From an optimization exercise on the open Yosys and OpenROAD flow, aimed at small area, a short achievable clock period and few clock cycles per item; shortcuts taken in it are not production practice. RTL that was checked went through simulation tests only; none was proved equivalent to the original. The RTL of runs 1 and 2 was laid out without a check of its function. Power is estimated from default activity; no workload was simulated.

--- flow/config.mk ---
export PLATFORM = sky130hd
export DESIGN_NAME = meshcode_enc
export DESIGN_NICKNAME = meshcode_enc
export VERILOG_FILES = /design/flow/design.v
export SDC_FILE = /design/flow/constraint.sdc
export NUM_CORES = 4
export LEC_CHECK = 0
export CAP_MARGIN = 20
export CORE_MARGIN = 2
export CORE_UTILIZATION = 30
export PLACE_DENSITY = 0.5
export SLEW_MARGIN = 20
--- flow/constraint.sdc ---
create_clock -name core_clock -period 20.0 [get_ports {clk}]
set_input_delay 4.0000 -clock core_clock [delete_from_list [all_inputs] [get_ports {clk}]]
set_output_delay 4.0000 -clock core_clock [all_outputs]
set_load 0.01 [all_outputs]
--- flow/design.v ---
module mc_ge #(
    parameter [63:0] K = 64'd0
) (
    input  wire [63:0] x,
    output wire        ge
);
    reg [63:0] g, q;
    integer l, i;
    always @(*) begin
        g = x & ~K;
        q = ~(x ^ K);
        for (l = 0; l < 6; l = l + 1)
            for (i = 0; i < (32 >> l); i = i + 1) begin
                g[i] = g[2*i+1] | (q[2*i+1] & g[2*i]);
                q[i] = q[2*i+1] & q[2*i];
            end
    end
    assign ge = g[0] | q[0];
endmodule
module mc_add64 (
    input  wire [63:0] a,
    input  wire [63:0] b,
    input  wire        cin,
    output wire [63:0] s
);
    reg [63:0] g, p, G, P;
    integer d, i;
    always @(*) begin
        g = a & b;
        p = a ^ b;
        G = g;
        P = p;
        G[0] = g[0] | (p[0] & cin);
        for (d = 1; d < 64; d = d * 2)
            for (i = 2*d - 1; i < 64; i = i + 2*d) begin
                G[i] = G[i] | (P[i] & G[i-d]);
                P[i] = P[i] & P[i-d];
            end
        for (d = 16; d >= 1; d = d / 2)
            for (i = 3*d - 1; i < 64; i = i + 2*d) begin
                G[i] = G[i] | (P[i] & G[i-d]);
                P[i] = P[i] & P[i-d];
            end
    end
    assign s = p ^ {G[62:0], cin};
endmodule
module mc_quant_a (
    input  wire [52:0] m,
    output wire [23:0] vh,       
    output wire        inc       
);
    wire h1, h2b;
    mc_ge #(.K(64'h00123456789abce0)) u_h1 (.x({11'd0, m}), .ge(h1));
    mc_ge #(.K(64'h001d208a5a912e32)) u_h2 (.x({11'd0, m}), .ge(h2b));
    wire h2 = ~h1 | h2b;
    wire [11:0] ml  = m[11:0];
    wire [11:0] p12 = {ml[3:0], 8'd0} - {ml[6:0], 5'd0} + ml;
    wire        r1_0 = p12[6] & ((|p12[5:0]) | p12[7]);
    wire [4:0]  a_0  = {p12[9:7], 2'b00} + p12[11:7];             
    wire [9:0]  l5_0 = {1'b0, p12[6:0], 2'b00} + {3'd0, p12[6:0]};    
    wire        ov_0 = ({1'b0, a_0, 7'd0} + {3'b000, l5_0}) >= 13'd4096 ? 1'b1 : 1'b0;
    wire [5:0]  e_0  = {1'b0, a_0} + (r1_0 ? 6'd5 : 6'd0) + 6'd4;     
    wire        dp_0 = ~ov_0 & (e_0 >= 6'd32);
    wire        r1_1 = p12[7] & ((|p12[6:0]) | p12[8]);
    wire [3:0]  a_1  = {p12[9:8], 2'b00} + p12[11:8];             
    wire [10:0] l5_1 = {1'b0, p12[7:0], 2'b00} + {3'd0, p12[7:0]};
    wire        ov_1 = ({1'b0, a_1, 8'd0} + {2'b00, l5_1}) >= 13'd4096 ? 1'b1 : 1'b0;
    wire [5:0]  e_1a = {2'b00, a_1} + (r1_1 ? 6'd5 : 6'd0) + 6'd2;    
    wire [5:0]  e_1b = {2'b00, a_1} + (r1_1 ? 6'd5 : 6'd0) + 6'd4;    
    wire        dp_1 = ~ov_1 & (h2 ? (e_1b >= 6'd16) : (e_1a >= 6'd16));
    wire        dplus = h1 ? dp_1 : dp_0;
    wire [63:0] o0 = {1'd0, m, 10'd0};
    wire [63:0] o1 = {5'd0, m, 6'd0};
    wire [63:0] o2 = {6'd0, m, 5'd0};
    wire [63:0] o3 = {9'd0, m, 2'd0};
    wire [63:0] o4 = {11'd0, m};
    wire [63:0] s1 = o0 ^ o1 ^ o2;
    wire [63:0] c1 = ((o0 & o1) | (o0 & o2) | (o1 & o2)) << 1;
    wire [63:0] s2 = o3 ^ o4 ^ s1;
    wire [63:0] c2 = ((o3 & o4) | (o3 & s1) | (o4 & s1)) << 1;
    wire [63:0] s3 = s2 ^ c2 ^ c1;
    wire [63:0] c3 = ((s2 & c2) | (s2 & c1) | (c2 & c1)) << 1;
    wire [63:0] x;
    mc_add64 u_add (.a(s3), .b(c3), .cin(1'b0), .s(x));
    assign vh  = x[63:40];
    assign inc = (&x[39:12]) & dplus;
endmodule
module mc_dec3 (
    input  wire [7:0] x,
    output reg        h,
    output reg  [3:0] t,
    output reg  [3:0] o
);
    integer i;
    always @(*) begin
        h = 1'b0; t = 4'd0; o = 4'd0;
        for (i = 0; i < 200; i = i + 1)
            if (x == i) begin
                h = (i >= 100);
                t = (i % 100) / 10;
                o = i % 10;
            end
    end
endmodule
module mc_scale #(
    parameter        SUB = 0,        
    parameter        SH  = 4,
    parameter        LO  = 40,
    parameter        W   = 17,
    parameter [11:0] HI  = 12'd1029
) (
    input  wire [52:0] m,
    input  wire [10:0] e,
    output wire [W-1:0] y
);
    wire [63:0] a = {11'd0, m} << SH;
    wire [63:0] b = SUB ? ~{11'd0, m} : {11'd0, m};
    wire [63:0] s;
    mc_add64 u_add (.a(a), .b(b), .cin(SUB ? 1'b1 : 1'b0), .s(s));
    wire [W-1:0] top = s[LO+W-1:LO];
    wire [11:0]  t   = HI - {1'b0, e};
    wire [W-1:0] q   = top >> t[4:0];
    assign y = (t[11] || t[10:5] != 6'd0) ? {W{1'b0}} : q;
endmodule
module meshcode_enc (
    input  wire         clk,
    input  wire         rst,
    input  wire         in_valid,
    output wire         in_ready,
    input  wire [63:0]  in_lat,
    input  wire [63:0]  in_long,
    input  wire [2:0]   in_level,
    output wire         out_valid,
    input  wire         out_ready,
    output wire [2:0]   out_err,
    output wire [63:0]  out_place,
    output wire [3:0]   out_len,
    output wire [103:0] out_mesh
);
    reg v1, v2, vo, vs;
    wire go  = ~vs;                      
    wire oen = ~vo | out_ready;          
    assign in_ready  = go;
    assign out_valid = vo;
    always @(posedge clk) begin
        if (rst) begin
            v1 <= 1'b0;
            v2 <= 1'b0;
            vo <= 1'b0;
            vs <= 1'b0;
        end else begin
            if (go) begin
                v1 <= in_valid;
                v2 <= v1;
            end
            if (vs) begin
                if (oen) begin
                    vo <= 1'b1;
                    vs <= 1'b0;
                end
            end else begin
                if (oen) vo <= v2;
                else     vs <= v2;
            end
        end
    end
    reg [63:0] lat, lon;
    reg [2:0]  level;
    always @(posedge clk) begin
        if (go) begin
            lat   <= in_lat;
            lon   <= in_long;
            level <= in_level;
        end
    end
    wire lat_big, lon_big;
    mc_ge #(.K(64'h4056800000000001)) u_rlat (.x({1'b0, lat[62:0]}), .ge(lat_big));
    mc_ge #(.K(64'h4066800000000001)) u_rlon (.x({1'b0, lon[62:0]}), .ge(lon_big));
    wire valid_a = ~lat_big & ~lon_big;
    wire xs_a    = lat[63] & (lat[62:0] != 63'd0);
    wire ys_a    = lon[63] & (lon[62:0] != 63'd0);
    wire [10:0] ea = lat[62:52];
    wire [10:0] eo = lon[62:52];
    wire [52:0] ma = {1'b1, lat[51:0]};
    wire [52:0] mo = {1'b1, lon[51:0]};
    wire [23:0] vha, vho;
    wire        ia, io;
    mc_quant_a u_qa (.m(ma), .vh(vha), .inc(ia));
    mc_quant_a u_qo (.m(mo), .vh(vho), .inc(io));
    wire [11:0] sha = 12'd1030 - {1'b0, ea};
    wire [11:0] sho = 12'd1030 - {1'b0, eo};
    wire        za  = sha[11] | (sha[10:5] != 6'd0) | (sha[4:3] == 2'b11);
    wire        zo  = sho[11] | (sho[10:5] != 6'd0) | (sho[4:3] == 2'b11);
    wire [16:0] n_a;     
    wire [10:0] j_a;     
    wire [17:0] m0_a;    
    mc_scale #(.SUB(1), .SH(4), .LO(40), .W(17), .HI(12'd1029)) u_n  (.m(ma), .e(ea), .y(n_a));
    mc_scale #(.SUB(0), .SH(1), .LO(44), .W(11), .HI(12'd1029)) u_j  (.m(ma), .e(ea), .y(j_a));
    mc_scale #(.SUB(0), .SH(2), .LO(38), .W(18), .HI(12'd1030)) u_m0 (.m(mo), .e(eo), .y(m0_a));
    wire [11:0] tf   = 12'd1030 - {1'b0, eo};
    wire [10:0] f8q  = mo[52:42] >> tf[4:0];
    wire [10:0] f8_a = (tf[11] || tf[10:5] != 6'd0) ? 11'd0 : f8q;    
    reg [23:0] vha2, vho2;
    reg        ia2, io2;
    reg [4:0]  sha2, sho2;
    reg        za2, zo2;
    reg [7:0]  p2, c2;
    reg [2:0]  q2, v2d;
    reg [6:0]  nb2, mb2;
    reg        xs2, ys2, valid2;
    reg [2:0]  level2;
    always @(posedge clk) begin
        if (go) begin
            vha2 <= vha;   ia2 <= ia;
            vho2 <= vho;   io2 <= io;
            sha2 <= sha[4:0];  za2 <= za;
            sho2 <= sho[4:0];  zo2 <= zo;
            p2   <= j_a[10:3];
            q2   <= j_a[2:0];
            nb2  <= n_a[6:0];
            c2   <= f8_a[10:3];
            v2d  <= f8_a[2:0];
            mb2  <= m0_a[6:0];
            xs2  <= xs_a;
            ys2  <= ys_a;
            valid2 <= valid_a;
            level2 <= level;
        end
    end
    wire [23:0] qa = vha2 + {23'd0, ia2};
    wire [23:0] qo = vho2 + {23'd0, io2};
    wire [3:0] r2 = nb2[6:3] - {q2, 1'b0} - {q2[0], 3'd0};
    wire [3:0] w2 = mb2[6:3] - {v2d, 1'b0} - {v2d[0], 3'd0};
    wire [23:0] maga = za2 ? 24'd0 : (qa >> sha2);
    wire [23:0] mago = zo2 ? 24'd0 : (qo >> sho2);
    wire       ph, zs;
    wire [3:0] pt, po, ut, uo;
    mc_dec3 u_pd (.x(p2), .h(ph), .t(pt), .o(po));
    mc_dec3 u_ud (.x(c2), .h(zs), .t(ut), .o(uo));
    reg [3:0] len;
    always @(*) begin
        case (level2)
            3'd1: len = 4'd6;
            3'd2: len = 4'd8;
            3'd3: len = 4'd10;
            3'd4: len = 4'd11;
            3'd5: len = 4'd12;
            3'd6: len = 4'd13;
            default: len = 4'd0;
        endcase
    end
    wire bad = (level2 == 3'd0) | (level2 == 3'd7);
    wire ok  = ~bad & valid2;            
    wire inv = ~bad & ~valid2;           
    wire [5:0] mk = {len == 4'd13, len >= 4'd12, len >= 4'd11, len >= 4'd10, len >= 4'd8, ~bad};
    wire [3:0] oct = {1'b0, xs2, ys2, zs} + 4'd1;
    wire [3:0] s2d = {1'b0, nb2[2], mb2[2]} + 4'd1;
    wire [3:0] s4d = {1'b0, nb2[1], mb2[1]} + 4'd1;
    wire [3:0] s8d = {1'b0, nb2[0], mb2[0]} + 4'd1;
    function [3:0] dsel(input m, input [3:0] d);
        dsel = m ? (ok ? d : 4'd9) : 4'd0;
    endfunction
    wire [107:0] res = {
        bad, inv,                                    
        len,                                         
        ok & xs2, ok ? maga[21:0] : 22'd0,           
        ok & ys2, ok ? mago[22:0] : 23'd0,           
        mk,                                          
        dsel(mk[0], oct),                            
        inv, ok ? ph : inv,                          
        dsel(mk[0], pt), dsel(mk[0], po),            
        dsel(mk[0], ut), dsel(mk[0], uo),            
        mk[1] & inv,                                 
        ok & mk[1] ? q2  : (inv & mk[1] ? 3'd1 : 3'd0),    
        ok & mk[1] ? v2d : (inv & mk[1] ? 3'd1 : 3'd0),    
        dsel(mk[2], r2), dsel(mk[2], w2),            
        dsel(mk[3], s2d), dsel(mk[4], s4d), dsel(mk[5], s8d)   
    };
    reg [107:0] sk, ro;
    always @(posedge clk) begin
        if (go) sk <= res;
        if (oen) ro <= vs ? sk : res;
    end
    function [7:0] chr(input m, input [3:0] d);
        chr = {2'b00, m, m, d};
    endfunction
    assign out_err   = {ro[107], ro[107], ro[106]};
    assign out_len   = ro[105:102];
    assign out_place = {2'b00, ro[101:55], 15'd0};
    assign out_mesh  = {
        chr(ro[54], ro[3:0]),   chr(ro[53], ro[7:4]),   chr(ro[52], ro[11:8]),
        chr(ro[51], ro[15:12]), chr(ro[51], ro[19:16]),
        chr(ro[50], {ro[26], ro[22:20]}), chr(ro[50], {ro[26], ro[25:23]}),
        chr(ro[49], ro[30:27]), chr(ro[49], ro[34:31]),
        chr(ro[49], ro[38:35]), chr(ro[49], ro[42:39]),
        chr(ro[49], {ro[44], 2'b00, ro[43]}),
        chr(ro[49], ro[48:45])
    };
endmodule
--- flow/run.sh ---
#!/bin/bash
# synth_recipe.tcl (not shown) runs the flow's synth.tcl, then flattens the netlist and writes it again
# the make line also repeats each setting of config.mk as NAME=value (left out here)
make -C /OpenROAD-flow-scripts/flow DESIGN_CONFIG=/design/flow/config.mk WORK_HOME=/design/flow/orfs CLKGATE_MAP_FILE= SYNTH_SCRIPT=/design/flow/synth_recipe.tcl finish
==> results of run 1 <==
layout by cell type, fill, tap and decap left out, drive strengths merged, types with 35 or more instances in the layout:
master / Yosys / layout
a211oi: 45 / 45
conb: 1 / 45
xor2: 87 / 87
a21oi: 269 / 269
fa: 363 / 363
clkbuf: 143 / 77
xnor2: 60 / 60
o211ai: 47 / 47
inv: 604 / 606
edfxtp: 343 / 343
buf: 100 / 38
clkdlybuf4s50: 0 / 266
ha: 443 / 443
nor3: 91 / 91
dfxtp: 112 / 112
a21o: 84 / 84
nand4: 54 / 54
nand2: 328 / 328
nand3: 106 / 106
a31oi: 66 / 66
o21a: 35 / 35
nand2b: 42 / 42
mux2i: 87 / 87
o21ai: 241 / 241
nor2: 296 / 296
metrics by stage:
step,cell area [sq um],cells
floorplan,44300,4641
global placement,48500,6619
detailed placement,48500,6619
CTS,50400,6726
global route,50400,6726
finish,50400,6726
where the power goes:
part	switching (W)	leakage, nW	internal, W
Sequential	0.000152	4.72	0.00114
Clock	0.000442	0.931	0.000614
Combinational	0.00115	15.9	0.000879
worst paths after layout:
check	startpoint	end	slack, ps	depth (start not counted)
max	lon[5]	io2	13210	22
min	level[1]	level2[1]	420	0
max reg2reg	lon[5]	io2	13210	22
min reg2reg	level[1]	level2[1]	420	0
layer usage:
layer | vias to the layer above | GRT usage (%) | wire (um)
met5 | - | 0 | 19
met1 | 16400 | 25.5 | 65300
met3 | 125 | 2.20 | 5610
li1 | 16500 | - | -
met2 | 797 | 26.5 | 57200
met4 | 4 | 3.89 | 2360
cell type report:
type,count,share of cell area [%]
Inverter,610,4.56
Clock buffer,77,3.16
Clock inverter,30,0.651
Multi-Input combinational cell,3333,56.1
Sequential cell,455,24.9
Tap cell,1917,4.76
Timing Repair Buffer,304,5.85
cell families after synthesis:
kind of cell / Yosys count / share of synthesized area, %
XOR/XNOR: 148 / 2.97
multiplexers: 125 / 3.25
AND/OR/NAND/NOR: 1109 / 12.0
flip-flops: 455 / 28.4
other: 1 / 0.00850
adder cells (fa/ha/maj): 806 / 29.0
buffers and inverters: 853 / 7.86
AO/OA/AOI/OAI: 1100 / 16.4
critical path, stage by stage (launching register included):
cell      delay, ps
edfxtp_1        670
inv_1           210
fa_1            570
fa_1            540
inv_1            60
fa_1            490
ha_1            230
nor4_1          290
o221ai_1        160
a31oi_1         440
nor2b_1         200
a21o_1          240
o21a_1          200
a21o_1          200
a21o_1          180
a21o_1          200
a31oi_1         230
fa_1            430
nand4b_1        230
nor4_1          250
nand3_1         100
nor4_1          320
o311a_1         210
state kept, by name, indices dropped and copies added (netlist names), 3 cells and up:
signal	flops
nb2	7
p2	8
vho2	24
v2d	3
level2	3
lon	64
q2	3
sho2	5
c2	8
vha2	24
mb2	7
sha2	5
sk	108
ro	108
lat	64
level	3
==> flow_summary.yaml, run 1 <==
pwr:
  power.total_w: 0.00438
  max-vdd-ir-drop_mv: 0.0680
  pwr_density_cell_nw_per_um2: 87.0
  p_leak_nw: 21.6
finish:
  antenna_cells: 0
  fin_util_pct: 34.6
  area_growth_pct: 14.2
  drive_gt1_share_pct: 4.22
  regArea_sq_um: 12500
  multi_input_area_sq_um: 28300
  fillers: 14900
  nets: 5702
floorplanning:
  pin_count: 312
  die_y_um: 387
  placementRows: 140
  die_x_um: 387
  start_util_pct: 30.3
  core_sq_um: 146000
  die_area_sq_um: 150000
sta:
  finalCriticalPeriod_ps: 6790
  report.final.slew_viol_count: 0
  slew_headroom_pct: 28.0
  fin_ws_ps: 13210
  setup_viol: 0
  tns_ps: 0
  finalHoldViolCount: 0
  tightest_slew_ps: 1070
  post-route-period-util_pct: 34.0
  fmax_mhz: 147
  rsz0062_at_grt: "false"
  whs_ps: 425
  skew_ps: 24.0
routing:
  routed_wl_um: 131000
  drt_iter0_drc: 2389
  dr.pass1.iters: 6
  drtAntennaViolNets: 0
  drc_errors: 0
  wl_per_cell_um: 19.4
  drt-vias-per-instance: 5.02
  vias: 33800
logic_synthesis:
  yosysWarnings: 7
  synth_commonest_cells: "604 x inv_1, 443 x ha_1, 363 x fa_1"
  yosysTopAreaCell: "edfxtp_1"
  syn_area_per_cell_sq_um: 9.59
  synthCells: 4597
  ys_ff_latch: 455
  synth.distinct_cells: 95
  yosys-top-cells-area: "edfxtp_1 23%, fa_1 16%, ha_1 13%"
  synth_edf_count: 343
  yosysSeqAreaShare_pct: 28.4
  synth_top_area_share_pct: 23.4
  ys.flop_type: "edfxtp_1"
  async_reset_ff_share_pct: 0
  synth.cell_area_sq_um: 44100
  synth.most_common_cell: "inv_1"
clock_tree:
  numCtsBuffers: 57
  cts.clk_slew.worst_paths_ps: 60
  root_buffer: "clkbuf_16"
  cts-resized-gates: 0
  holdBufCountCts: 0
  clk_latency_ps: 670
  cts_tree: "yes"
  clock_path_buffers: 3
  h-tree-depth: 2
  cts_setup_buffers: 0
  clkSinkCount: 455
global_route:
  antenna_found_initial: 6
  grtUsageTotal_pct: 17.2
  grt_pass1_vias: 34100
  grt_max_degree: 67
  grt_pass1_wl_um: 206000
  grt-ovfl-total: 0
placement:
  place.gp.congestion: 0.891
  io_buffers: 266
  dpl.hpwl_um: 102000
  dp_slack_ps: 13290
worst_setup_path:
  crit_arrival_ps: 7310
  cp.required_ps: 20520
  path_class: "reg -> reg"
  critPathCaptureType: "register"
  path_max_fanout: 10
  crit_path_start_kind: "register"
worst_hold_path:
  hp-class: "reg -> reg"
run:
  maxCapViolCount: 0
outcome:
  outcome: "timing/DRC/antenna clean"
==> inputs of run 2 (changes only) <==
--- a/flow/config.mk
+++ b/flow/config.mk
@@ -9,4 +9,5 @@
 export CORE_MARGIN = 2
-export CORE_UTILIZATION = 30
-export PLACE_DENSITY = 0.5
+export CORE_UTILIZATION = 65
+export GPL_TIMING_DRIVEN = 1
+export PLACE_DENSITY = 0.75
 export SLEW_MARGIN = 20
==> flow_summary.yaml, run 2 <==
clock_tree:
  numCtsBuffers: 48
  root_buffer: "clkbuf_16"
  cts_setup_buffers: 0
  cts_tree: "yes"
  clk_latency_ps: 630
  cts-resized-gates: 0
  h-tree-depth: 2
  clock_path_buffers: 3
  cts.clk_slew.worst_paths_ps: 70
  clkSinkCount: 455
  holdBufCountCts: 0
logic_synthesis:
  yosysTopAreaCell: "edfxtp_1"
  synth.cell_area_sq_um: 44100
  yosys-top-cells-area: "edfxtp_1 23%, fa_1 16%, ha_1 13%"
  ys_ff_latch: 455
  async_reset_ff_share_pct: 0
  synth.most_common_cell: "inv_1"
  synth_edf_count: 343
  synth_top_area_share_pct: 23.4
  synth.distinct_cells: 95
  yosysSeqAreaShare_pct: 28.4
  ys.flop_type: "edfxtp_1"
  synthCells: 4597
  yosysWarnings: 7
  synth_commonest_cells: "604 x inv_1, 443 x ha_1, 363 x fa_1"
  syn_area_per_cell_sq_um: 9.59
placement:
  io_buffers: 266
  place.gp.congestion: 0.957
  dpl.hpwl_um: 86000
  dp_slack_ps: 13250
global_route:
  grt_pass1_vias: 33800
  gr-usage-met2_pct: 49.2
  grt.busiest_layer: "met2"
  grt_max_degree: 76
  grt-ovfl-total: 0
  grt_pass1_wl_um: 179000
  grtUsageTotal_pct: 31.7
  antenna_found_initial: 4
  grt_use_met3_pct: 5.69
  global_route.usage.met1_pct: 45.8
worst_setup_path:
  worstRegToRegCells: 22
  cp_cell_sequence: "inv_1, fa_1, fa_1, inv_1, fa_1, ha_1, nor4_1, o221ai_1, a31oi_1, nor2b_1, a21o_1, o21a_1, a21o_1, a21o_1, a21o_1, a31oi_1, fa_1, nand4b_1, nor4_1, nand3_1, nor4_1, o311a_1"
  path_buf_inv: 2
  reg2reg_from: "lon[5]"
  crit_arrival_ps: 7200
  r2r_slack_ps: 13290
  path_max_fanout: 10
  cpLargestDelayFamily: "adder cells"
  r2r-end: "io2"
  critPathCaptureType: "register"
  path_class: "reg -> reg"
  cpPeakStageDelay_ps: 630
  cp.required_ps: 20490
  cpMaxStageDelayCell: "edfxtp_1"
  crit_path_start_kind: "register"
pwr:
  p_comb_share_pct: 47.5
  clock_power_share_pct: 22.2
  power.total_w: 0.00426
  pwr_density_cell_nw_per_um2: 87.3
  max-vdd-ir-drop_mv: 0.0727
  p_leak_nw: 21.4
  p_sw_w: 0.00169
  internal_power_w: 0.00257
  p_sw_share_pct: 39.7
  pwr-share-seq_pct: 30.3
sta:
  finalCriticalPeriod_ps: 6710
  slew_headroom_pct: 25.3
  tns_ps: 0
  skew_ps: 27.3
  rsz0062_at_grt: "false"
  post-route-period-util_pct: 33.6
  tightest_slew_ps: 1110
  fmax_mhz: 149
  fin_ws_ps: 13290
  report.final.slew_viol_count: 0
  finalHoldViolCount: 0
  setup_viol: 0
run:
  maxCapViolCount: 0
routing:
  dr.pass1.iters: 6
  drc_errors: 0
  drt-vias-per-instance: 6.11
  drtAntennaViolNets: 0
  routed_wl_um: 111000
  drt_iter0_drc: 3103
  vias: 34600
  wl_per_cell_um: 19.6
floorplanning:
  start_util_pct: 65.7
  die_x_um: 264
  die_area_sq_um: 69900
  die_y_um: 264
  pin_count: 312
  core_sq_um: 67200
  placementRows: 95
worst_hold_path:
  worstHoldPathCells: 0
  hold_start: "level[1]"
  hp-class: "reg -> reg"
  hold_path_end: "level2[1]"
outcome:
  outcome: "timing/DRC/antenna clean"
finish:
  area_growth_pct: 10.6
  fillers: 5151
  top_regs: "ro x108, sk x108"
  drive_gt1_share_pct: 3.89
  layout_commonest_cell: "inv_1"
  nets: 5688
  layout_common_cells: "603 x inv_1, 443 x ha_1, 363 x fa_1"
run 2: cell counts after synthesis:
Identical to the previous run, type by type.
run 2: through the flow:
stage / hold slack, ps / util [%] / cell area (sq um) / std cells
6_report: 425 / 72.6 / 48800 / 5660
5_1_grt: 430 / 72.6 / 48800 / 5659
4_1_cts: 420 / 72.6 / 48800 / 5659
3_5_place_dp: 406 / 70.1 / 47100 / 5570
3_3_place_gp: 415 / 70.1 / 47100 / 5570
2_1_floorplan: 400 / - / 44300 / 4641
run 2: logic make-up (layout without fill, tap and decap cells):
| family | Yosys count | after routing | synth area share [%] |
|---|---|---|---|
| xor+xnor | 148 | 148 | 2.97 |
| compound gates | 1100 | 1100 | 16.4 |
| simple gates | 1109 | 1109 | 12.0 |
| fa+ha+maj | 806 | 806 | 29.0 |
| mux | 125 | 125 | 3.25 |
| other cells | 1 | 46 | 0.00850 |
| flops | 455 | 455 | 28.4 |
| buf+inv | 853 | 998 | 7.86 |
run 2: power groups by stage:
stage	Sequential, W	Clock (W)	Combinational, W
2_1_floorplan	0.00123	0	0.00154
3_3_place_gp	0.00130	0	0.00194
3_5_place_dp	0.00130	0	0.00199
4_1_cts	0.00129	0.000962	0.00201
5_1_grt	0.00130	0.000995	0.00230
6_report	0.00129	0.000946	0.00202
run 2: final cells by class:
class / count / area, sq um / share of cell area [%]
Timing Repair Buffer: 299 / 2910 / 5.97
Clock buffer: 64 / 1350 / 2.78
Inverter: 610 / 2300 / 4.71
Sequential cell: 455 / 12500 / 25.7
Tap cell: 873 / 1090 / 2.24
Antenna cell: 1 / 2.50 / 0.00513
Clock inverter: 25 / 313 / 0.641
Multi-Input combinational cell: 3333 / 28300 / 57.9
run 2: layer usage:
| layer | vias to the layer above | share of wire, % |
|---|---|---|
| met3 | 209 | 8.2 |
| met1 | 16500 | 44 |
| met4 | 4 | 2.8 |
| met5 | - | 0.015 |
| met2 | 1397 | 45 |
| li1 | 16400 | - |
run 2: worst max path at each step:
stage          slack (ps)       end    from  cells past startpoint
6_report            13290       io2  lon[5]                     22
3_5_place_dp        13250       io2  lon[5]                     22
4_1_cts             13230       io2  lon[5]                     22
2_1_floorplan       10900  in_ready      vs                      2
3_3_place_gp        13410       io2  lon[5]                     22
5_1_grt             12820       io2  lon[1]                     23
==> inputs of run 3 (changes only) <==
--- a/flow/design.v
+++ b/flow/design.v
@@ -46,2 +46,35 @@
 endmodule
+module mc_addtop (
+    input  wire [63:0] a,
+    input  wire [63:0] b,
+    output wire [23:0] s,
+    output wire        c12
+);
+    reg [39:0] g, p;
+    reg [23:0] gh, ph, G, P;
+    integer d, i;
+    always @(*) begin
+        g = a[39:0] & b[39:0];
+        p = a[39:0] ^ b[39:0];
+        for (d = 1; d < 64; d = d * 2)
+            for (i = 2*d - 1; i < 40; i = i + 2*d) begin
+                g[i] = g[i] | (p[i] & g[i-d]);
+                p[i] = p[i] & p[i-d];
+            end
+        gh = a[63:40] & b[63:40];
+        ph = a[63:40] ^ b[63:40];
+        G = gh;
+        P = ph;
+        for (d = 1; d < 32; d = d * 2)
+            for (i = 0; i < 24; i = i + 1)
+                if ((i & d) != 0) begin
+                    G[i] = G[i] | (P[i] & G[(i & ~(d - 1)) - 1]);
+                    P[i] = P[i] & P[(i & ~(d - 1)) - 1];
+                end
+    end
+    wire c40 = g[39] | (p[39] & g[31]);
+    assign c12 = g[11] | (p[11] & g[7]);
+    wire [23:0] cin = {G[22:0] | (P[22:0] & {23{c40}}), c40};
+    assign s = ph ^ cin;
+endmodule
 module mc_quant_a (
@@ -82,6 +115,8 @@
     wire [63:0] c3 = ((s2 & c2) | (s2 & c1) | (c2 & c1)) << 1;
-    wire [63:0] x;
-    mc_add64 u_add (.a(s3), .b(c3), .cin(1'b0), .s(x));
-    assign vh  = x[63:40];
-    assign inc = (&x[39:12]) & dplus;
+    wire c12;
+    mc_addtop u_add (.a(s3), .b(c3), .s(vh), .c12(c12));
+    wire [27:0] hx = s3[39:12] ^ c3[39:12];
+    wire [26:0] ax = s3[38:12] & c3[38:12];
+    wire ones = (c12 == ~hx[0]) & (&(ax ^ hx[27:1]));
+    assign inc = ones & dplus;
 endmodule
@@ -89,16 +124,19 @@
     input  wire [7:0] x,
-    output reg        h,
-    output reg  [3:0] t,
-    output reg  [3:0] o
+    output wire       h,
+    output wire [3:0] t,
+    output wire [3:0] o
 );
+    reg [16:0] s;
     integer i;
     always @(*) begin
-        h = 1'b0; t = 4'd0; o = 4'd0;
-        for (i = 0; i < 200; i = i + 1)
-            if (x == i) begin
-                h = (i >= 100);
-                t = (i % 100) / 10;
-                o = i % 10;
-            end
+        s = {9'd0, x};
+        for (i = 0; i < 8; i = i + 1) begin
+            if (s[11:8] >= 4'd5)  s[11:8]  = s[11:8] + 4'd3;
+            if (s[15:12] >= 4'd5) s[15:12] = s[15:12] + 4'd3;
+            s = s << 1;
+        end
     end
+    assign o = s[11:8];
+    assign t = s[15:12];
+    assign h = s[16];
 endmodule
@@ -140,12 +178,29 @@
     reg v1, v2, vo, vs;
+    reg rdy, ovq;                        
     wire go  = ~vs;                      
     wire oen = ~vo | out_ready;          
-    assign in_ready  = go;
-    assign out_valid = vo;
+    assign in_ready  = rdy;
+    assign out_valid = ovq;
+    reg vo_n, vs_n;
+    always @(*) begin
+        vo_n = vo;
+        vs_n = vs;
+        if (vs) begin
+            if (oen) begin
+                vo_n = 1'b1;
+                vs_n = 1'b0;
+            end
+        end else begin
+            if (oen) vo_n = v2;
+            else     vs_n = v2;
+        end
+    end
     always @(posedge clk) begin
         if (rst) begin
-            v1 <= 1'b0;
-            v2 <= 1'b0;
-            vo <= 1'b0;
-            vs <= 1'b0;
+            v1  <= 1'b0;
+            v2  <= 1'b0;
+            vo  <= 1'b0;
+            vs  <= 1'b0;
+            ovq <= 1'b0;
+            rdy <= 1'b1;
         end else begin
@@ -155,11 +210,6 @@
             end
-            if (vs) begin
-                if (oen) begin
-                    vo <= 1'b1;
-                    vs <= 1'b0;
-                end
-            end else begin
-                if (oen) vo <= v2;
-                else     vs <= v2;
-            end
+            vo  <= vo_n;
+            vs  <= vs_n;
+            ovq <= vo_n;
+            rdy <= ~vs_n;
         end
--- a/flow/config.mk
+++ b/flow/config.mk
@@ -9,5 +9,4 @@
 export CORE_MARGIN = 2
-export CORE_UTILIZATION = 65
-export GPL_TIMING_DRIVEN = 1
-export PLACE_DENSITY = 0.75
+export CORE_UTILIZATION = 30
+export PLACE_DENSITY = 0.5
 export SLEW_MARGIN = 20
==> flow_summary.yaml, run 3 <==
outcome:
  outcome: "timing/DRC/antenna clean"
worst_setup_path:
  r2r_slack_ps: 14030
  cpMaxStageDelayCell: "or4_1"
  worstRegToRegCells: 28
  path_max_fanout: 6
  path_class: "reg -> reg"
  r2r-end: "ro[41]"
  critPathCaptureType: "register"
  reg2reg_from: "p2[6]"
  cp.required_ps: 20390
  crit_arrival_ps: 6360
  cpPeakStageDelay_ps: 530
  crit_path_start_kind: "register"
  cpMostUsedCell: "ha_1"
logic_synthesis:
  synth_edf_count: 343
  yosysTopAreaCell: "edfxtp_1"
  ys_ff_latch: 456
  synth.cell_area_sq_um: 42500
  yosysWarnings: 8
  synth_top_area_share_pct: 24.2
  synth.most_common_cell: "inv_1"
  synth.distinct_cells: 102
  yosysSeqAreaShare_pct: 29.5
  synth_commonest_cells: "609 x inv_1, 475 x ha_1, 343 x edfxtp_1, 343 x fa_1, 270 x nand2_1"
  ys.flop_type: "edfxtp_1"
  syn_area_per_cell_sq_um: 10.1
  async_reset_ff_share_pct: 0
  synthCells: 4213
  yosys-top-cells-area: "edfxtp_1 24%, fa_1 16%, ha_1 14%"
placement:
  dpl.hpwl_um: 94600
  place.gp.congestion: 0.880
  dpl_cell_area_sq_um: 47000
  io_buffers: 266
routing:
  dr.pass1.iters: 6
  routed_wl_um: 118000
  drt-vias-per-instance: 4.92
  drtAntennaViolNets: 0
  drt_iter0_drc: 1996
  drc_errors: 0
  wl_per_cell_um: 18.6
  vias: 31300
clock_tree:
  cts_tree: "yes"
  numCtsBuffers: 55
  cts_setup_buffers: 0
  root_buffer: "clkbuf_16"
  clk_latency_ps: 700
  clock_path_buffers: 3
  clkSinkCount: 456
  h-tree-depth: 2
  cts-resized-gates: 0
  cts.clk_slew.worst_paths_ps: 70
  holdBufCountCts: 0
sta:
  whs_ps: 420
  finalHoldViolCount: 0
  tns_ps: 0
  slew_headroom_pct: 28.8
  post-route-period-util_pct: 29.9
  skew_ps: 68.8
  finalCriticalPeriod_ps: 5970
  setup_viol: 0
  report.final.slew_viol_count: 0
  fmax_mhz: 167
  tightest_slew_ps: 1070
  rsz0062_at_grt: "false"
floorplanning:
  start_util_pct: 30.2
  die_area_sq_um: 145000
  placementRows: 138
  pin_count: 312
  core_sq_um: 141000
  die_y_um: 381
  die_x_um: 381
finish:
  layout_commonest_cell: "inv_1"
  nets: 5385
  top_regs: "ro x108, sk x108"
  area_growth_pct: 14.9
  drive_gt1_share_pct: 4.40
  fin_util_pct: 34.7
  layout_common_cells: "608 x inv_1, 475 x ha_1, 343 x fa_1, 343 x edfxtp_1, 270 x nand2_1"
  stdcell_area_sq_um: 48900
run:
  maxCapViolCount: 0
global_route:
  grt_max_degree: 78
  grt_pass1_wl_um: 186000
  grt_pass1_vias: 31500
  grt-ovfl-total: 0
  grtUsageTotal_pct: 16.2
  antenna_found_initial: 15
worst_hold_path:
  hold_path_end: "level2[1]"
  hp-class: "reg -> reg"
  hold_start: "level[1]"
  worstHoldPathCells: 0
pwr:
  p_leak_nw: 21.4
  pwr_density_cell_nw_per_um2: 85.3
  max-vdd-ir-drop_mv: 0.0607
  power.total_w: 0.00417
[run 3: cell types whose count changed after synthesis, moves of 18 or more]
cell	previous run	this run
ha_1	443	475
a21oi_1	268	220
nand2_1	328	270
fa_1	363	343
clkbuf_1	142	77
a31oi_1	66	43
o21a_1	35	15
nor3_1	90	72
o21ai_0	228	174
nor2_1	295	201
xnor2_1	60	80
nand4_1	51	74
o22ai_1	31	13
[run 3: power breakdown]
part	switching [W]	internal, W
registers	0.000148	0.00114
clock network	0.000438	0.000593
logic	0.00104	0.000810
total	0.00163	0.00254
[run 3: layout make-up]
type / instances / area [sq um]
fillers: 14300 / 92200
clock inverters: 36 / 397
well taps: 1890 / 2360
diodes: 1 / 2.50
repair buffers: 289 / 2840
inverters: 615 / 2320
clock buffers: 67 / 1470
flip-flops and latches: 456 / 12600
multi-input cells: 3015 / 26900
[run 3: cells by family (layout without fill, tap and decap cells)]
group,count (synthesis),after routing,synth area share (%)
flops,456,456,29.5
compound gates,908,908,14.4
xor+xnor,172,172,3.66
fa+ha+maj,818,818,30.1
mux,136,136,3.80
buf+inv,786,1007,7.57
other cells,1,46,0.00882
simple gates,936,936,10.9
[run 3: through the flow]
step | worst slack (ps) | std cells
after floorplan | 12870 | 4257
after global placement | 13760 | 6265
after detailed placement | 13750 | 6265
after CTS | 14040 | 6368
after global routing | 13420 | 6368
final | 14030 | 6369
[run 3: worst max-delay path by stage]
stage          startpoint  endpoint  cells past startpoint
6_report            p2[6]    ro[41]                     28
5_1_grt             p2[6]    ro[41]                     28
4_1_cts             p2[6]    ro[41]                     28
3_5_place_dp    out_ready    ro[56]                      3
3_3_place_gp    out_ready    ro[56]                      3
2_1_floorplan   out_ready     ro[0]                      1
[run 3: per-layer routing]
layer,global-route usage (%),up-vias,share of wire [%]
met5,0,-,0.071
met4,3.09,14,1.4
met3,2.27,100,4.6
met2,24.4,686,42
met1,24.5,15300,52
li1,-,15200,-
[run 3: critical path, delay by kind of cell, from the launching register on]
family | cells | cell delay [ps]
buf+inv | 5 | 420
mux | 1 | 220
flops | 1 | 450
fa+ha+maj | 6 | 1420
compound gates | 5 | 1180
xor+xnor | 1 | 200
simple gates | 10 | 1850
Testbench counts of run 3, summed over its fixed seeds: cycles 24,024, items 24,000.
==> inputs of run 4 (changes only) <==
--- a/flow/design.v
+++ b/flow/design.v
@@ -128,15 +128,27 @@
 );
-    reg [16:0] s;
-    integer i;
-    always @(*) begin
-        s = {9'd0, x};
-        for (i = 0; i < 8; i = i + 1) begin
-            if (s[11:8] >= 4'd5)  s[11:8]  = s[11:8] + 4'd3;
-            if (s[15:12] >= 4'd5) s[15:12] = s[15:12] + 4'd3;
-            s = s << 1;
+    wire [20:0] th;
+    genvar k;
+    generate
+        for (k = 0; k < 21; k = k + 1) begin : g_th
+            assign th[k] = (x >= 10 * k);
         end
+    endgenerate
+    wire [19:0] oh = th[19:0] & ~th[20:1];      
+    assign h    = th[10];
+    assign t[0] = oh[1] | oh[3] | oh[5] | oh[7] | oh[9] | oh[11] | oh[13] | oh[15] | oh[17] | oh[19];
+    assign t[1] = oh[2] | oh[3] | oh[6] | oh[7] | oh[12] | oh[13] | oh[16] | oh[17];
+    assign t[2] = oh[4] | oh[5] | oh[6] | oh[7] | oh[14] | oh[15] | oh[16] | oh[17];
+    assign t[3] = oh[8] | oh[9] | oh[18] | oh[19];
+    wire [4:0] s5 = x[7:4] + x[3:0];
+    reg  [2:0] r5;
+    always @(*) begin
+        case (s5)
+            5'd0, 5'd5, 5'd10, 5'd15, 5'd20, 5'd25, 5'd30: r5 = 3'd0;
+            5'd1, 5'd6, 5'd11, 5'd16, 5'd21, 5'd26, 5'd31: r5 = 3'd1;
+            5'd2, 5'd7, 5'd12, 5'd17, 5'd22, 5'd27:        r5 = 3'd2;
+            5'd3, 5'd8, 5'd13, 5'd18, 5'd23, 5'd28:        r5 = 3'd3;
+            default:                                       r5 = 3'd4;
+        endcase
     end
-    assign o = s[11:8];
-    assign t = s[15:12];
-    assign h = s[16];
+    assign o = {1'b0, r5} + ((r5[0] ^ x[0]) ? 4'd5 : 4'd0);
 endmodule
==> flow_summary.yaml, run 4 <==
global_route:
  grt_pass1_wl_um: 181000
  grt_max_degree: 80
  grtUsageTotal_pct: 16.2
  grt_pass1_vias: 30800
  antenna_found_initial: 9
  grt-ovfl-total: 0
routing:
  wl_per_cell_um: 18.1
  routed_wl_um: 114000
  dr_wl_met3_um: 5980
  drt_iter0_drc: 2018
  routed.top_layer: "met5"
  wl_met2_um: 49200
  drtAntennaViolNets: 0
  drt-vias-per-instance: 4.80
  vias: 30400
  met1_length_um: 56100
  dr.pass1.iters: 8
  drc_errors: 0
logic_synthesis:
  yosys-top-cells-area: "edfxtp_1 25%, fa_1 17%, ha_1 14%"
  yosysTopAreaCell: "edfxtp_1"
  async_reset_ff_share_pct: 0
  syn_area_per_cell_sq_um: 9.96
  synth.most_common_cell: "inv_1"
  synth_edf_count: 343
  synth_top_area_share_pct: 24.6
  synth_commonest_cells: "601 x inv_1, 472 x ha_1, 345 x fa_1"
  synthCells: 4199
  synth.distinct_cells: 92
  yosysSeqAreaShare_pct: 30.0
  yosysWarnings: 8
  ys.flop_type: "edfxtp_1"
  ys_ff_latch: 456
  synth.cell_area_sq_um: 41800
clock_tree:
  clock_path_buffers: 3
  cts.clk_slew.worst_paths_ps: 60
  clkSinkCount: 456
  h-tree-depth: 2
  holdBufCountCts: 0
  root_buffer: "clkbuf_16"
  cts_setup_buffers: 0
  clk_latency_ps: 690
  cts_tree: "yes"
  numCtsBuffers: 57
  cts-resized-gates: 0
worst_setup_path:
  cpMostUsedCell: "fa_1"
  cpLargestDelayFamily: "compound AO/OA/AOI/OAI gates"
  path_class: "reg -> reg"
  cp_cell_sequence: "inv_1, fa_1, fa_1, inv_1, fa_1, ha_1, a21o_1, a21oi_1, a21oi_1, nor3_1, o311ai_2, a221oi_4, o21ai_2, a2111oi_2, nor3_2, xor2_1"
  critPathCaptureType: "register"
  crit_path_start_kind: "register"
  critPathLaunch: "lat[5]"
  r2r-end: "vha2[11]"
  path_buf_inv: 2
  path_max_fanout: 10
  r2r_slack_ps: 14140
  worstRegToRegCells: 16
  reg2reg_from: "lat[5]"
  cpMaxStageDelayCell: "edfxtp_1"
  crit_arrival_ps: 6270
  worst-path-stages: 16
  cp.required_ps: 20420
  cpPeakStageDelay_ps: 710
pwr:
  max-vdd-ir-drop_mv: 0.0705
  pwr_density_cell_nw_per_um2: 85.5
  power.total_w: 0.00412
  p_leak_nw: 21.0
finish:
  area_growth_pct: 15.2
  nets: 5352
  layout_common_cells: "600 x inv_1, 472 x ha_1, 345 x fa_1"
  top_regs: "ro x108, sk x108"
  layout_commonest_cell: "inv_1"
  drive_gt1_share_pct: 4.41
floorplanning:
  die_y_um: 377
  placementRows: 137
  core_sq_um: 139000
  die_x_um: 377
  start_util_pct: 30.1
  die_area_sq_um: 142000
  pin_count: 312
placement:
  dpl.hpwl_um: 90700
  place.gp.congestion: 0.854
  io_buffers: 266
outcome:
  outcome: "timing/DRC/antenna clean"
sta:
  post-route-period-util_pct: 29.3
  finalHoldViolCount: 0
  tightest_slew_ps: 983
  rsz0062_at_grt: "false"
  slew_headroom_pct: 34.0
  tns_ps: 0
  skew_ps: 50.9
  finalCriticalPeriod_ps: 5860
  fmax_mhz: 171
  setup_viol: 0
  report.final.slew_viol_count: 0
worst_hold_path:
  worstHoldPathCells: 0
  hold_path_end: "level2[0]"
  hold_start: "level[0]"
  hp-class: "reg -> reg"
run:
  maxCapViolCount: 0
## run 4: changes by cell type after synthesis, moves of 11 or more
cell / before / now
mux2i_1: 98 / 81
nor2b_1: 30 / 19
clkbuf_1: 77 / 98
xor2_1: 88 / 68
a21oi_1: 220 / 257
nor2_1: 201 / 243
a31o_2: 16 / 3
nand3_1: 96 / 71
o21ai_0: 174 / 194
xnor2_1: 80 / 94
## run 4: worst max-delay path by stage
| stage | endpoint | slack [ps] |
|---|---|---|
| final | vha2[11] | 14140 |
| after global routing | vha2[11] | 13730 |
| after CTS | vha2[11] | 14040 |
| after detailed placement | ro[61] | 13730 |
| after global placement | ro[61] | 13740 |
| after floorplan | ro[0] | 12870 |
## run 4: final cells by class
| class | count | area (sq um) |
|---|---|---|
| clock buffers | 65 | 1510 |
| flip-flops and latches | 456 | 12600 |
| fillers | 14100 | 90800 |
| multi-input cells | 2994 | 26200 |
| clock inverters | 42 | 455 |
| diodes | 4 | 10.0 |
| well taps | 1876 | 2350 |
| repair buffers | 285 | 2810 |
| inverters | 606 | 2280 |
## run 4: report_power, final
group / internal (W) / leakage (nW) / switching [W] / total (W)
clock network: 0.000606 / 0.949 / 0.000470 / 0.00108
logic: 0.000774 / 15.3 / 0.000999 / 0.00177
registers: 0.00114 / 4.72 / 0.000137 / 0.00127
total: 0.00252 / 21.0 / 0.00161 / 0.00412
## run 4: routing by layer
| metal | up-vias | global-route usage (%) |
|---|---|---|
| met3 | 147 | 2.78 |
| li1 | 15000 | - |
| met2 | 700 | 24.5 |
| met1 | 14500 | 23.4 |
| met4 | 4 | 4.75 |
| met5 | - | 0 |
## run 4: cell families (layout without fill, tap and decap cells)
logic type	Yosys count	after routing	share of synthesized area (%)
XOR/XNOR	164	164	3.50
flip-flops	456	456	30.0
adder cells (fa/ha/maj)	817	817	30.6
buffers and inverters	793	998	7.74
multiplexers	110	110	2.96
AO/OA/AOI/OAI	929	929	14.4
AND/OR/NAND/NOR	929	929	10.7
other	1	49	0.00896
## run 4: worst register-to-register path, delay by kind of cell, from the launching register on
kind	cells	cell delay [ps]
XOR/XNOR	1	150
buffers and inverters	2	310
adder cells (fa/ha/maj)	4	1910
AND/OR/NAND/NOR	2	590
flip-flops	1	710
AO/OA/AOI/OAI	7	1960
## run 4: through the flow
stage	setup WS [ps]	cells	util, %	hold WS, ps	area, sq um
CTS	14040	6324	34.7	426	48200
global placement	13740	6217	33.2	409	46200
finish	14140	6328	34.7	423	48200
global route	13730	6327	34.7	428	48200
floorplan	12870	4243	-	400	42000
detailed placement	13730	6217	33.2	409	46200
Testbench counts of run 4, summed over its fixed seeds: cycles 24,024, items 24,000.
==> inputs of run 5 (changes only) <==
==> flow/flow/run.sh (new file) <==
#!/bin/bash
set -euo pipefail
bash standard.sh \
  "BUFFER_PORTS_ARGS=-buffer_cell sky130_fd_sc_hd__buf_1" \
  "SETUP_SLACK_MARGIN=14.5" \
  finish > flow_make.log 2>&1
==> flow/standard.sh (new file) <==
#!/bin/bash
# synth_recipe.tcl (not shown) runs the flow's synth.tcl, then flattens the netlist and writes it again
# the make line also repeats each setting of config.mk as NAME=value (left out here)
make -C /OpenROAD-flow-scripts/flow DESIGN_CONFIG=/design/flow/config.mk WORK_HOME=/design/flow/orfs CLKGATE_MAP_FILE= SYNTH_SCRIPT=/design/flow/synth_recipe.tcl "${@:-finish}"
--- a/flow/config.mk
+++ b/flow/config.mk
@@ -10,2 +10,4 @@
 export CORE_UTILIZATION = 30
+export CTS_CLUSTER_DIAMETER = 80
+export CTS_CLUSTER_SIZE = 30
 export PLACE_DENSITY = 0.5
removed: flow/run.sh
==> flow_summary.yaml, run 5 <==
worst_setup_path:
  critPathCaptureType: "output pin"
  path_class: "reg -> out"
  cpPeakStageDelay_ps: 440
  cp_cell_sequence: "clkbuf_2, buf_1"
  crit_arrival_ps: 1390
  r2r_slack_ps: 14710
  cp.required_ps: 16000
  worstRegToRegCells: 17
  crit_path_start_kind: "register"
  r2r-end: "vha2[11]"
  cpMaxStageDelayCell: "edfxtp_1"
  reg2reg_from: "lat[20]"
  path_max_fanout: 6
routing:
  drt_iter0_drc: 1964
  drtAntennaViolNets: 0
  wl_per_cell_um: 18.0
  drc_errors: 0
  dr.pass1.iters: 6
  routed_wl_um: 115000
  drt-vias-per-instance: 4.81
  vias: 30800
sta:
  setup_viol: 0
  fmax_mhz: 186
  finalHoldViolCount: 0
  report.final.slew_viol_count: 0
  rsz0062_at_grt: "true"
  skew_ps: 38.4
  slew_headroom_pct: 30.1
  fin_ws_ps: 14610
  finalCriticalPeriod_ps: 5390
  post-route-period-util_pct: 26.9
  tns_ps: 0
  tightest_slew_ps: 1050
floorplanning:
  pin_count: 312
  die_area_sq_um: 142000
  placementRows: 137
  die_x_um: 377
  start_util_pct: 30.1
  die_y_um: 377
  core_sq_um: 139000
clock_tree:
  clock_path_buffers: 3
  root_buffer: "clkbuf_16"
  clk_latency_ps: 650
  clkSinkCount: 456
  h-tree-depth: 2
  numCtsBuffers: 40
  holdBufCountCts: 0
  cts_tree: "yes"
  cts.clk_slew.worst_paths_ps: 110
finish:
  top_regs: "ro x108, sk x108"
  drive_gt1_share_pct: 6.32
  fillers: 14200
  multi_input_area_sq_um: 26300
  area_growth_pct: 12.4
  layout_common_cells: "600 x inv_1, 472 x ha_1, 345 x fa_1"
  layout_commonest_cell: "inv_1"
  stdcell_area_sq_um: 47000
  regArea_sq_um: 12600
  nets: 5445
logic_synthesis:
  yosysSeqAreaShare_pct: 30.0
  ys_ff_latch: 456
  async_reset_ff_share_pct: 0
  ys.flop_type: "edfxtp_1"
  yosys-top-cells-area: "edfxtp_1 25%, fa_1 17%, ha_1 14%"
  synth_commonest_cells: "601 x inv_1, 472 x ha_1, 345 x fa_1"
  synth_edf_count: 343
  synthCells: 4199
  synth.cell_area_sq_um: 41800
  synth_top_area_share_pct: 24.6
  yosysTopAreaCell: "edfxtp_1"
  synth.distinct_cells: 92
  syn_area_per_cell_sq_um: 9.96
  yosysWarnings: 8
  synth.most_common_cell: "inv_1"
pwr:
  pwr_density_cell_nw_per_um2: 83.6
  max-vdd-ir-drop_mv: 0.0577
  p_leak_nw: 20.6
global_route:
  grtUsageTotal_pct: 16.0
  grt_pass1_vias: 30200
  antenna_found_initial: 9
  grt_max_degree: 83
  grt_pass1_wl_um: 180000
  grt-ovfl-total: 0
placement:
  io_buffers: 266
  dpl_cell_area_sq_um: 44600
  dp_slack_ps: 14150
  dpl.hpwl_um: 91100
  place.gp.congestion: 0.858
worst_hold_path:
  worstHoldPathCells: 0
  hold_path_end: "level2[2]"
  hold_start: "level[2]"
  hp-class: "reg -> reg"
outcome:
  outcome: "timing/DRC/antenna clean"
run:
  maxCapViolCount: 0
-- run 5: timing repair --
action                     4_1_cts  5_1_grt
gates resized for setup          3        9
buffers inserted                15       89
pin swaps                        0        7
setup endpoints to repair       10       41
-- run 5: metal layers --
layer  share of wire (%)  global-route usage, %  vias to the layer above
li1                    -                      -                    15200
met1                  50                   24.1                    14800
met2                  43                   24.1                      663
met3                 4.9                   2.18                      113
met4                 2.3                   3.98                        6
met5               0.029                      0                        -
-- run 5: cell type report --
class | count | area share [%]
Inverter | 606 | 4.85
Multi-Input combinational cell | 2994 | 55.9
Antenna cell | 1 | 0.00532
Sequential cell | 456 | 26.7
Tap cell | 1876 | 4.99
Clock inverter | 32 | 1.12
Clock buffer | 41 | 2.14
Timing Repair Buffer | 395 | 4.26
-- run 5: worst max-delay path, delay by kind of cell, from the launching register on --
| kind | cells | cell delay, ps |
|---|---|---|
| flops | 1 | 440 |
| buf+inv | 2 | 300 |
-- run 5: per-stage QoR --
stage / total power, W / utilization (%) / cells / hold slack (ps)
detailed placement: 0.00304 / 32.1 / 6223 / 405
global placement: 0.00302 / 32.1 / 6223 / 409
global route: 0.00428 / 33.8 / 6400 / 433
CTS: 0.00396 / 33.3 / 6311 / 429
finish: 0.00393 / 33.8 / 6401 / 426
floorplan: 0.00258 / - / 4243 / 400
-- run 5: worst max-delay path by stage --
stage / from / endpoint / slack, ps / cells after the start
after global routing: lat[14] / vha2[11] / 14460 / 19
final: ro[49] / out_mesh[5] / 14610 / 2
after floorplan: out_ready / rdy / 14650 / 2
after global placement: out_ready / ro[69] / 14170 / 3
after CTS: lat[4] / vha2[11] / 14440 / 16
after detailed placement: out_ready / ro[61] / 14150 / 3
-- run 5: report_power, final --
group	internal, W	switching (W)	leakage (nW)
sequential	0.00114	0.000125	4.72
clock	0.000414	0.000469	0.714
combinational	0.000762	0.00103	15.2
total	0.00231	0.00162	20.6
-- run 5: kinds of logic (layout without fill, tap and decap cells) --
logic type	after synthesis	in the layout	share of synthesized area, %
mux	110	110	2.96
xor+xnor	164	164	3.50
other cells	1	46	0.00896
simple gates	929	929	10.7
fa+ha+maj	817	817	30.6
compound gates	929	929	14.4
flops	456	456	30.0
buf+inv	793	1074	7.74
==> inputs of run 6 (changes only) <==
==> flow/flow/run.sh (replaced) <==
#!/bin/bash
set -euo pipefail
bash standard.sh \
  "BUFFER_PORTS_ARGS=-buffer_cell sky130_fd_sc_hd__buf_1" \
  "SETUP_SLACK_MARGIN=14.8" \
  finish > flow_make.log 2>&1
==> flow_summary.yaml, run 6 <==
outcome:
  outcome: "timing/DRC/antenna clean"
logic_synthesis:
  synth.cell_area_sq_um: 41800
  yosys-top-cells-area: "edfxtp_1 25%, fa_1 17%, ha_1 14%"
  syn_area_per_cell_sq_um: 9.96
  synth.most_common_cell: "inv_1"
  ys.flop_type: "edfxtp_1"
  synth_top_area_share_pct: 24.6
  yosysSeqAreaShare_pct: 30.0
  ys_ff_latch: 456
  synth_edf_count: 343
  yosysTopAreaCell: "edfxtp_1"
  async_reset_ff_share_pct: 0
  synth.distinct_cells: 92
  yosysWarnings: 8
  synthCells: 4199
  synth_commonest_cells: "601 x inv_1, 472 x ha_1, 345 x fa_1"
clock_tree:
  cts.clk_slew.worst_paths_ps: 110
  clk_latency_ps: 640
  cts_tree: "yes"
  numCtsBuffers: 38
  clkSinkCount: 456
  clock_path_buffers: 3
  h-tree-depth: 2
  root_buffer: "clkbuf_16"
floorplanning:
  die_area_sq_um: 142000
  placementRows: 137
  core_sq_um: 139000
  pin_count: 312
  die_y_um: 377
  die_x_um: 377
  start_util_pct: 30.1
worst_hold_path:
  hold_path_end: "level2[2]"
  worstHoldPathCells: 0
  hold_start: "level[2]"
  hp-class: "reg -> reg"
global_route:
  antenna_found_initial: 6
  grt_pass1_vias: 30800
  grt-ovfl-total: 0
  grt_pass1_wl_um: 182000
  grtUsageTotal_pct: 16.2
  grt_max_degree: 80
worst_setup_path:
  path_buf_inv: 2
  cpPeakStageDelay_ps: 390
  crit_path_start_kind: "register"
  path_max_fanout: 12
  r2r_slack_ps: 14940
  crit_arrival_ps: 1280
  cpLargestDelayFamily: "flip-flops"
  cp_cell_sequence: "buf_6, clkbuf_2"
  critPathLaunch: "ro[49]"
  cpMaxStageDelayCell: "edfxtp_1"
  worstRegToRegCells: 18
  r2r-end: "nb2[2]"
  path_class: "reg -> out"
  reg2reg_from: "lat[13]"
  cp.required_ps: 16000
  critPathCaptureType: "output pin"
finish:
  stdcell_area_sq_um: 47800
  drive_gt1_share_pct: 10.5
  instances_no_fill: 6456
  top_regs: "ro x108, sk x108"
  area_growth_pct: 14.3
  nets: 5502
  antenna_cells: 0
  fin_util_pct: 34.4
  layout_commonest_cell: "inv_1"
  fillers: 14200
  layout_common_cells: "593 x inv_1, 463 x ha_1, 343 x fa_1, 343 x edfxtp_1, 274 x nand2_1"
routing:
  vias: 31100
  drt-vias-per-instance: 4.82
  drtAntennaViolNets: 0
  routed_wl_um: 117000
  drt_iter0_drc: 2055
  wl_per_cell_um: 18.1
  dr.pass1.iters: 5
  drc_errors: 0
placement:
  placedCellCount: 6222
  io_buffers: 266
  place.gp.congestion: 0.871
  dpl_cell_area_sq_um: 44600
  dp_slack_ps: 14160
  dpl.hpwl_um: 91000
pwr:
  max-vdd-ir-drop_mv: 0.0510
  pwr_density_cell_nw_per_um2: 83.3
  p_leak_nw: 21.2
sta:
  fmax_mhz: 189
  post-route-period-util_pct: 26.4
  fin_ws_ps: 14720
  report.final.slew_viol_count: 0
  rsz0062_at_grt: "true"
  finalHoldViolCount: 0
  tns_ps: 0
  skew_ps: 49.9
  finalCriticalPeriod_ps: 5280
  slew_headroom_pct: 30.9
  tightest_slew_ps: 1030
  setup_viol: 0
run:
  maxCapViolCount: 0
[run 6: area by class of cell]
type | instances | area (sq um) | share of cell area [%]
multi-input cells | 2994 | 26600 | 55.5
clock buffers | 41 | 972 | 2.03
flip-flops and latches | 456 | 12600 | 26.3
clock inverters | 29 | 428 | 0.895
well taps | 1876 | 2350 | 4.91
inverters | 606 | 2280 | 4.78
repair buffers | 454 | 2660 | 5.56
[run 6: logic make-up after synthesis]
| family | Yosys count | synth area share (%) |
|---|---|---|
| multiplexers | 110 | 2.96 |
| XOR/XNOR | 164 | 3.50 |
| AND/OR/NAND/NOR | 929 | 10.7 |
| buffers and inverters | 793 | 7.74 |
| flip-flops | 456 | 30.0 |
| adder cells (fa/ha/maj) | 817 | 30.6 |
| AO/OA/AOI/OAI | 929 | 14.4 |
| other | 1 | 0.00896 |
[run 6: timing repair]
action,in CTS,in global routing
gates resized for setup,28,151
hold buffers,0,0
setup buffers,80,84
cloned,0,0
pin swaps,0,49
setup endpoints to repair,150,215
hold endpoints to repair,0,0
[run 6: layer usage]
layer  GRT usage, %  vias up  wire length (um)
li1               -    15300                 -
met1           24.0    15100             58700
met2           24.9      634             50400
met3           2.10      102              4840
met4           3.81        4              2560
met5              0        -                25
[run 6: worst max path at each step]
stage                    to  slack [ps]  depth (start not counted)
2_1_floorplan           rdy       14660                          2
3_3_place_gp         ro[61]       14170                          3
3_5_place_dp         ro[61]       14160                          3
4_1_cts        out_mesh[82]       14640                          1
5_1_grt        out_mesh[21]       14630                          2
6_report        out_mesh[5]       14720                          2
[run 6: where the power goes]
part / switching, W / leakage, nW / internal [W]
sequential: 0.000116 / 4.72 / 0.00114
combinational: 0.00107 / 15.8 / 0.000815
clock: 0.000451 / 0.674 / 0.000396
total: 0.00164 / 21.2 / 0.00235
[run 6: metrics by stage]
step / power (W) / hold WS, ps
finish: 0.00398 / 433
global placement: 0.00302 / 413
CTS: 0.00394 / 436
global route: 0.00433 / 438
floorplan: 0.00258 / 400
detailed placement: 0.00304 / 410
==> inputs of run 7 (changes only) <==
==> flow/flow/run.sh (replaced) <==
#!/bin/bash
set -euo pipefail
bash standard.sh \
  "BUFFER_PORTS_ARGS=-buffer_cell sky130_fd_sc_hd__buf_1" \
  "SETUP_SLACK_MARGIN=14.7" \
  finish > flow_make.log 2>&1
--- a/flow/config.mk
+++ b/flow/config.mk
@@ -10,4 +10,2 @@
 export CORE_UTILIZATION = 30
-export CTS_CLUSTER_DIAMETER = 80
-export CTS_CLUSTER_SIZE = 30
 export PLACE_DENSITY = 0.5
==> flow_summary.yaml, run 7 <==
worst_setup_path:
  crit_arrival_ps: 1310
  r2r_slack_ps: 14880
  crit_path_start_kind: "register"
  path_buf_inv: 1
  cp_cell_sequence: "clkbuf_2"
  path_max_fanout: 1
  worstRegToRegCells: 20
  r2r-end: "vha2[11]"
  cp.required_ps: 16000
  cpLargestDelayFamily: "flip-flops"
  path_class: "reg -> out"
  cpMaxStageDelayCell: "edfxtp_1"
  cpPeakStageDelay_ps: 460
  critPathCaptureType: "output pin"
  reg2reg_from: "lat[16]"
worst_hold_path:
  hold_path_end: "level2[2]"
  hold_start: "level[2]"
  hp-class: "reg -> reg"
  worstHoldPathCells: 0
sta:
  setup_viol: 0
  tightest_slew_ps: 1040
  tns_ps: 0
  finalHoldViolCount: 0
  rsz0062_at_grt: "true"
  post-route-period-util_pct: 26.6
  slew_headroom_pct: 30.2
  skew_ps: 43.5
  finalCriticalPeriod_ps: 5310
  fmax_mhz: 188
  report.final.slew_viol_count: 0
  whs_ps: 424
finish:
  fin_util_pct: 34.6
  layout_commonest_cell: "inv_1"
  top_regs: "ro x108, sk x108"
  nets: 5516
  layout_common_cells: "597 x inv_1, 472 x ha_1, 345 x fa_1"
  stdcell_area_sq_um: 48200
  drive_gt1_share_pct: 9.26
  area_growth_pct: 15.1
outcome:
  outcome: "timing/DRC/antenna clean"
pwr:
  pwr_density_cell_nw_per_um2: 87.6
  p_leak_nw: 21.3
  max-vdd-ir-drop_mv: 0.0587
  power.total_w: 0.00422
routing:
  wl_per_cell_um: 17.9
  met1_length_um: 58300
  routed_wl_um: 116000
  drt_iter0_drc: 2003
  vias: 31200
  dr_wl_met3_um: 5340
  wl_met2_um: 50900
  drtAntennaViolNets: 0
  drt-vias-per-instance: 4.81
  drc_errors: 0
  routed.top_layer: "met5"
  dr.pass1.iters: 7
clock_tree:
  holdBufCountCts: 0
  root_buffer: "clkbuf_16"
  clkSinkCount: 456
  clk_latency_ps: 690
  clock_path_buffers: 3
  cts_tree: "yes"
  cts.clk_slew.worst_paths_ps: 70
  h-tree-depth: 2
  numCtsBuffers: 57
logic_synthesis:
  yosysWarnings: 8
  syn_area_per_cell_sq_um: 9.96
  ys_ff_latch: 456
  async_reset_ff_share_pct: 0
  synthCells: 4199
  synth_top_area_share_pct: 24.6
  yosys-top-cells-area: "edfxtp_1 25%, fa_1 17%, ha_1 14%"
  ys.flop_type: "edfxtp_1"
  synth_commonest_cells: "601 x inv_1, 472 x ha_1, 345 x fa_1"
  synth_edf_count: 343
  yosysSeqAreaShare_pct: 30.0
  yosysTopAreaCell: "edfxtp_1"
  synth.most_common_cell: "inv_1"
  synth.distinct_cells: 92
  synth.cell_area_sq_um: 41800
placement:
  dpl_cell_area_sq_um: 44600
  dpl.hpwl_um: 91000
  io_buffers: 266
  place.gp.congestion: 0.871
global_route:
  antenna_found_initial: 9
  grtUsageTotal_pct: 16.2
  grt_pass1_vias: 30800
  grt-ovfl-total: 0
  grt_pass1_wl_um: 182000
  grt_max_degree: 80
run:
  maxCapViolCount: 0
floorplanning:
  core_sq_um: 139000
  pin_count: 312
  start_util_pct: 30.1
  die_x_um: 377
  die_y_um: 377
  die_area_sq_um: 142000
  placementRows: 137
-- run 7: cell types whose count changed in the layout (fill, tap and decap cells not counted), moves of 7 or more --
cell,delta
buf_6,-7
ha_4,-9
clkbuf_2,-42
ha_1,+9
buf_1,+58
clkinv_2,+8
clkbuf_16,+21
buf_2,-15
bufinv_16,+8
-- run 7: through the flow --
step | setup WS, ps | cells
after global placement | 14170 | 6222
final | 14690 | 6490
after floorplan | 14660 | 4243
after global routing | 14620 | 6489
after CTS | 14610 | 6372
after detailed placement | 14160 | 6222
-- run 7: routing by layer --
metal	GRT usage [%]	up-vias
met5	0	-
met3	2.07	88
met1	24.0	15200
met2	25.2	626
li1	-	15300
met4	2.84	4
-- run 7: logic make-up (layout without fill, tap and decap cells) --
kind of cell	count (synthesis)	in the layout	share of synthesized area [%]
AOI/OAI and AO/OA	929	929	14.4
xor gates and xnor gates	164	164	3.50
adders and majority gates	817	817	30.6
buffers and inverters	793	1163	7.74
DFF	456	456	30.0
muxes	110	110	2.96
other	1	46	0.00896
and+or+nand+nor	929	929	10.7
-- run 7: layout make-up --
type,instances,area [sq um]
Antenna cell,1,2.50
Clock buffer,68,1560
Tap cell,1876,2350
Fill cell,14200,90900
Multi-Input combinational cell,2994,26400
Sequential cell,456,12600
Clock inverter,40,533
Timing Repair Buffer,449,2470
Inverter,606,2290
-- run 7: worst max-delay path by stage --
stage | start | to | cells past startpoint
5_1_grt | ro[10] | out_mesh[82] | 1
4_1_cts | ro[10] | out_mesh[82] | 1
6_report | ro[10] | out_mesh[82] | 1
2_1_floorplan | out_ready | rdy | 2
3_5_place_dp | out_ready | ro[61] | 3
3_3_place_gp | out_ready | ro[61] | 3
-- run 7: where the power goes --
part           internal (W)  switching, W  total [W]  leakage (nW)
clock network      0.000670      0.000461    0.00113          1.01
registers           0.00114      0.000117    0.00125          4.72
logic              0.000783       0.00105    0.00183          15.6
total               0.00259       0.00163    0.00422          21.3
-- run 7: worst register-to-register path, delay by kind of cell (launching register included) --
kind,cells,cell delay (ps)
and+or+nand+nor,2,360
xor gates and xnor gates,1,140
DFF,1,420
AOI/OAI and AO/OA,7,1320
buffers and inverters,5,520
adders and majority gates,5,2110
-- run 7: what timing repair did --
action | CTS | global route
resized for setup | 9 | 74
setup endpoints to repair | 74 | 90
pin swaps | 0 | 16
buffers inserted | 42 | 117

[re-timing with driven ports]
How much do the figures lean on ideal ports? The routed layouts below were timed once more, with nothing changed but the port constraints. Step 1 sets driving cells, clkbuf_16 on the clock port and buf_2 on the other inputs (assumed; they add their load-dependent delay and slew). Step 2 also shifts input and output timing later by t, the mid clock arrival at the registers, as if the neighbouring blocks saw the same clock. Slacks: ideal ports / drivers / drivers and shift; pairs: ideal ports / drivers.
run	t (ns)	setup slack, ns	worst hold slack (ns)	cell pins on the clock port's net
run 1	0.725	13.208 / 13.208 / 13.208	0.425 / 0.425 / 0.425	1
run 2	0.686	13.287 / 13.287 / 13.287	0.425 / 0.425 / 0.425	1
run 3	0.731	14.027 / 14.027 / 13.807	0.420 / 0.420 / 0.420	1
run 4	0.742	14.143 / 14.143 / 13.731	0.423 / 0.423 / 0.423	1
run 5	0.709	14.614 / 14.539 / 14.182	0.426 / 0.426 / 0.426	1
run 6	0.684	14.715 / 14.646 / 14.376	0.433 / 0.433 / 0.433	1
run 7	0.736	14.686 / 14.615 / 14.164	0.424 / 0.424 / 0.424	1
After both steps every run listed still meets setup and hold. The setup slack of run 7, which loses most, moves by -0.071 ns with the drivers and by -0.522 ns with both steps.
